This is an optimization exercise on Yosys and OpenROAD, whose aim is small area, a short achievable clock period and few clock cycles, not a production implementation.
At most, simulation tests tie the RTL to the original design; equivalence was not proved.
Power and IR drop assume default switching activity.

== juniper ==
Design mbf_framer32, start of the top module:
module mbf_framer32 (
    input  wire        clk,
    input  wire        rst,
    input  wire        tx_start,
    input  wire [15:0] tx_cmd,
    input  wire [15:0] tx_len,
    input  wire        tx_flip,
    input  wire        tx_ack,
    output wire        tx_busy,
    output wire        tx_done,
    output wire        tx_oversize,
    input  wire        tx_in_valid,
    input  wire [31:0] tx_in_data,
    output wire        tx_in_ready,
    output wire        pkt_valid,
    output wire [31:0] pkt_data,
    output wire        pkt_last,
    input  wire        pkt_ready,
    input  wire        rx_strict,
    input  wire        rx_valid,
    input  wire [31:0] rx_data,
    input  wire        rx_last,
    input  wire [2:0]  rx_cnt,
    output wire        rd_valid,
    output wire [31:0] rd_data,
    output wire [2:0]  rd_cnt,
    output wire        res_valid,
    output wire [1:0]  res_kind,
    output wire [3:0]  res_err,
    output wire [15:0] res_cmd,
    output wire [15:0] res_len
);
Size: roughly 1500 cells after synthesis, ~270 flip-flops, about 14000 um2 of cells after synthesis.
export LEC_CHECK = 0
export ABC_AREA = 1
export CAP_MARGIN = 20
export CORE_MARGIN = 2
export CORE_UTILIZATION = 40
export SETUP_SLACK_MARGIN = 5
export SLEW_MARGIN = 20
create_clock -name core_clock -period 8.0 [get_ports {clk}]
standard.sh (not shown) runs the stock make flow with config.mk's settings and CLKGATE_MAP_FILE= SYNTH_SCRIPT=/design/flow/synth_recipe.tcl, a recipe that flattens the netlist after the stock synthesis.
==> flow/flow/run.sh <==
#!/bin/bash
set -euo pipefail
export BUFFER_PORTS_ARGS="-buffer_cell sky130_fd_sc_hd__buf_1"
bash standard.sh > standard.log 2>&1
juniper finished every stage and its layout cleared the timing, design-rule and antenna checks.
Changes in onyx relative to juniper:
Settings: SETUP_SLACK_MARGIN no longer set, was 5.
--- a/flow/flow/run.sh
+++ b/flow/flow/run.sh
@@ -3,2 +3,3 @@
 export BUFFER_PORTS_ARGS="-buffer_cell sky130_fd_sc_hd__buf_1"
+export SETUP_SLACK_MARGIN=5.5
 bash standard.sh > standard.log 2>&1
Notes after the runs:
onyx gives less total design power than juniper did.
Met1 routed wirelength after detailed routing, onyx vs juniper: up by a few percent
Average vias per placed instance: onyx > juniper
Changes in sierra relative to onyx:
Settings: an added CTS_CLUSTER_SIZE of 20; an added CTS_CLUSTER_DIAMETER of 100; a change of CORE_UTILIZATION from 40 to 60; an added SETUP_SLACK_MARGIN of 5.
==> flow/flow/run.sh <==
#!/bin/bash
set -euo pipefail
export BUFFER_PORTS_ARGS="-buffer_cell sky130_fd_sc_hd__buf_1"
bash standard.sh > standard.log 2>&1
## What came out
- sierra: fraction of power consumed by the clock network is 9.2 points lower than what onyx reported.
- The core area in sierra was lower than what onyx gave.
- Comparing sierra and onyx, the higher total cell area at the placement stage is on onyx.
- Fraction of the cycle the final worst path needs on sierra is up relative to onyx.
What xenon does differently from sierra at the input level:
Settings: CTS_CLUSTER_SIZE changed from 20 to 24; CTS_CLUSTER_DIAMETER changed from 100 to 120; CORE_UTILIZATION changed from 60 to 40.
Findings:
xenon ended up with rx_data[1] as its critical path launch point; sierra ended up with u_tx.c_lplen[1]. xenon vs sierra on clock distribution area overhead in the final layout: xenon is the lower one. Tightest slew margin relative to the limit: xenon < sierra. Compared with sierra, xenon improves design area. Delta (xenon minus sierra): endpoint required time on the critical path went up; critical path depth saw a decrease; final wirelength fell 2.6%; number of well taps rose 136. Slowest cell on the critical path = edfxtp_1: sierra; slowest cell on the critical path = ha_4: xenon. Looking at post-route fraction of the period consumed by the critical path, xenon sits 0.33 points above sierra. Minimum hold slack, sierra and xenon, higher one = sierra. xenon against sierra: total routed wire length on the met1 layer dropped about 2.3%; fraction of area in registers climbed 0.33 points.
No run of this note included a check of the RTL's function; only the layout flow was run.

========
## red
mbf_framer32, a different RTL version from the one above (not shown whole).
For scale: roughly 1400 cells after synthesis, ~12000 sq um of cells after synthesis.
==> flow/config.mk <==
export PLATFORM = sky130hd
export DESIGN_NAME = mbf_framer32
export DESIGN_NICKNAME = mbf_framer32
export VERILOG_FILES = /design/flow/design.v
export SDC_FILE = /design/flow/constraint.sdc
export NUM_CORES = 4
export LEC_CHECK = 0
export ABC_AREA = 1
export CAP_MARGIN = 20
export CORE_MARGIN = 2
export CORE_UTILIZATION = 50
export CTS_CLUSTER_DIAMETER = 120
export CTS_CLUSTER_SIZE = 24
export SLEW_MARGIN = 20
==> flow/constraint.sdc <==
create_clock -name core_clock -period 8.0 [get_ports {clk}]
set_input_delay 1.6000 -clock core_clock [delete_from_list [all_inputs] [get_ports {clk}]]
set_output_delay 1.6000 -clock core_clock [all_outputs]
set_load 0.01 [all_outputs]
==> flow/flow/run.sh <==
#!/bin/bash
set -euo pipefail
export BUFFER_PORTS_ARGS="-buffer_cell sky130_fd_sc_hd__buf_1"
export SETUP_SLACK_MARGIN=5.3
bash standard.sh > standard.log 2>&1
Testbench counts of red, summed over its fixed seeds: cycles 21,768.
> inputs changed (red -> blue)
Settings: CTS_CLUSTER_SIZE changed from 24 to 30; CTS_CLUSTER_DIAMETER changed from 120 to 150; CORE_UTILIZATION changed from 50 to 40.
Notes after the runs:
Between blue and red, the difference in finished layout cell area is negligible. [compare] base=red new=blue: layout clock buffer count -3, initial antenna violation count fell by 3, combinational group share of total power up 0.2 points. The global routing met1 resource utilization number comes out higher for red vs blue. Register share of total power (blue over red): increase, 1.5 points.

========
Setup of job 8644:
Starting RTL as in the previous note.
Settings: LEC_CHECK=0, ABC_AREA=1, CAP_MARGIN=20, CORE_MARGIN=2, CORE_UTILIZATION=40, CTS_CLUSTER_DIAMETER=120, CTS_CLUSTER_SIZE=24, SLEW_MARGIN=20; clock period 8.0 ns.
==> flow/flow/run.sh <==
#!/bin/bash
set -euo pipefail
export BUFFER_PORTS_ARGS="-buffer_cell sky130_fd_sc_hd__buf_1"
export SETUP_SLACK_MARGIN=5.2
bash standard.sh > standard.log 2>&1
Testbench counts of job 8644, summed over its fixed seeds: cycles 21,768.
Changes in job 806 relative to job 8644:
==> flow/flow/run.sh <==
#!/bin/bash
set -euo pipefail
export BUFFER_PORTS_ARGS="-buffer_cell sky130_fd_sc_hd__buf_1"
export SETUP_SLACK_MARGIN=5.25
bash standard.sh > standard.log 2>&1
--- outcome ---
Job 806 vs. job 8644: worst hold slack went down by 0.012 ns.
The share of the final layout cell area in multi-input gates of job 806 exceeds that of job 8644 by 0.40 points.
Compared with job 8644, job 806 ends up with a larger final cell area.
The number of nets in the layout was comparable across job 806 and job 8644.
Job 8644 -> job 806: non-filler instance count after layout flat
Post-route worst setup slack: job 806 vs job 8644 up 0.082 ns
Total buffers and inverters traversed by the critical path came out lower on job 806 than on job 8644.
When job 806 is set beside job 8644, its relative max-transition margin turns out to be 3.6 points larger.
--- input diff job 806..job 6239 ---
- PLACE_DENSITY: unset -> 0.75
==> flow/flow/run.sh <==
#!/bin/bash
set -euo pipefail
export BUFFER_PORTS_ARGS="-buffer_cell sky130_fd_sc_hd__buf_1"
export SETUP_SLACK_MARGIN=5.3
bash standard.sh > standard.log 2>&1
==> comparison <==
Any difference in power density of the placed cells between job 806 and job 6239 is small enough to ignore.
Between job 6239 and job 806, the difference in end-of-flow core utilization is negligible.
The run showing the smaller critical-path maximum fanout is job 6239.
Reg-to-reg setup timing slack delta for job 6239 relative to job 806: 0.07 ns higher
The higher mean routed wirelength per cell came out of job 806.
Per the comparison of job 6239 with job 806, setup clock skew after layout went down 0.012 ns; first-pass GRT wire length -2.6%; global-route track usage on met2 neither gained nor lost much.
> inputs changed (job 6239 -> job 251)
- GPL_ROUTABILITY_DRIVEN now 0, previously not set
- PLACE_DENSITY no longer set, was 0.75
Results
Job 251 — share of the clock period used by the worst path after layout 0.67 points lower, job 6239 as reference. Against job 6239, job 251 comes in 600 µm lower on wire length on met2. The post-detailed-routing wire length on job 251 is in line with that on job 6239. Across job 6239 and job 251, none had a timing, DRC or antenna violation. Layout buffering overhead excluding clock cells in job 251 vs job 6239: down 0.22 points. | length of the first detailed-routing pass in iterations | job 251 vs job 6239 | 2 lower |. Taking job 6239 as the reference, in job 251 post-layout instance area has increased; buffer count excluding the clock tree in the final layout has decreased; fraction of final layout cells with drive strength greater than 1 has increased. Job 251 packs its core more tightly than job 6239. [diff] wire length of the first global-routing pass, job 251 relative to job 6239: regression. The area of placed instances of job 251 and that of job 6239 are within noise of each other.
Here is what was changed in the inputs of job 3847 compared with job 251.
- clearing GPL_ROUTABILITY_DRIVEN, which used to be 0
Re highest attainable clock frequency: job 3847 is about 1.4% up on job 251.
Power consumption: job 3847 better than job 251
Compared with job 251, in job 3847 least setup slack across all paths after layout now sits higher; net switching power shows a reduction of 2.0%; total length of routed met3 wires went down about 5%; worst slack after detailed placement went up 0.019 ns; global router's overall resource usage comparable.
Diff job 251..job 3847 | total non-filler cell area in the finished layout | negligible
--- input diff job 3847..job 4352 ---
==> flow/flow/run.sh <==
#!/bin/bash
set -euo pipefail
export BUFFER_PORTS_ARGS="-buffer_cell sky130_fd_sc_hd__buf_1"
export SETUP_SLACK_MARGIN=5.4
bash standard.sh > standard.log 2>&1
### Flow results
Looking at the reports, job 4352 completed the entire flow and the layout it produced met the timing, design-rule and antenna checks. Job 3847 reached the end of the flow, and the finished layout is clean on the timing, design-rule and antenna checks. Diff job 4352 and job 3847: first-iteration DRC count higher in job 4352. Comparing overall global routing resource usage for job 4352 and job 3847, the smaller number came from job 3847. The non-clock buffer share of cell area in job 4352 sits 1.4 points above the value recorded for job 3847. Job 4352 has final cycle utilization of the critical path above what job 3847 had. Static leakage: job 4352 vs job 3847 up 0.31 nW. Job 4352 vs job 3847, met3 usage went down by 0.59 points. Status: clock network area share parity (job 4352, job 3847). Routed wire in job 4352 totals more than in job 3847.

==> afterwards: timing with drivers on the ports <==
Ports are ideal in the flow. The routed layouts listed here were re-timed in OpenROAD.
Step 1 (the two cells are an assumption about what drives the block):
set clk [get_ports {clk}]
set_driving_cell -lib_cell sky130_fd_sc_hd__clkbuf_16 $clk
set_driving_cell -lib_cell sky130_fd_sc_hd__buf_2 [delete_from_list [all_inputs] $clk]
Step 2, shift: input delay + t, output delay - t, t = (earliest + latest rising clock arrival at the registers) / 2. This alone moves slack from input paths to output paths.
Three values: ideal, step 1, step 2; two values: the first two.
run | t, ns | setup slack, ns | latest minus earliest clock arrival (ns) | slew at the worst register clock pin (ns) | worst data-port slew with drivers (ns)
juniper | 0.621 | 5.076 / 5.027 / 4.482 | 0.016 / 0.015 | 0.06 / 0.06 | 0.08
onyx | 0.607 | 5.124 / 5.124 / 4.559 | 0.016 / 0.015 | 0.07 / 0.07 | 0.09
sierra | 0.565 | 5.003 / 5.003 / 4.575 | 0.036 / 0.037 | 0.10 / 0.10 | 0.07
xenon | 0.536 | 4.976 / 5.011 / 4.475 | 0.039 / 0.040 | 0.10 / 0.10 | 0.07
red | 0.526 | 5.282 / 5.233 / 4.780 | 0.025 / 0.024 | 0.11 / 0.11 | 0.09
blue | 0.528 | 5.302 / 5.265 / 4.804 | 0.012 / 0.013 | 0.12 / 0.12 | 0.07
job 8644 | 0.546 | 5.184 / 5.212 / 4.666 | 0.042 / 0.042 | 0.11 / 0.11 | 0.09
job 806 | 0.542 | 5.266 / 5.247 / 4.755 | 0.034 / 0.034 | 0.10 / 0.10 | 0.09
job 6239 | 0.536 | 5.214 / 5.238 / 4.702 | 0.017 / 0.016 | 0.11 / 0.11 | 0.08
job 251 | 0.536 | 5.268 / 5.250 / 4.739 | 0.015 / 0.015 | 0.10 / 0.10 | 0.06
job 3847 | 0.534 | 5.305 / 5.252 / 4.811 | 0.021 / 0.021 | 0.10 / 0.10 | 0.07
job 4352 | 0.524 | 5.168 / 5.172 / 4.648 | 0.023 / 0.024 | 0.10 / 0.10 | 0.09
After both steps setup and hold are still met in every run listed. For juniper, which loses most, drivers alone change the setup slack by -0.049 ns; drivers and shift together by -0.594 ns.
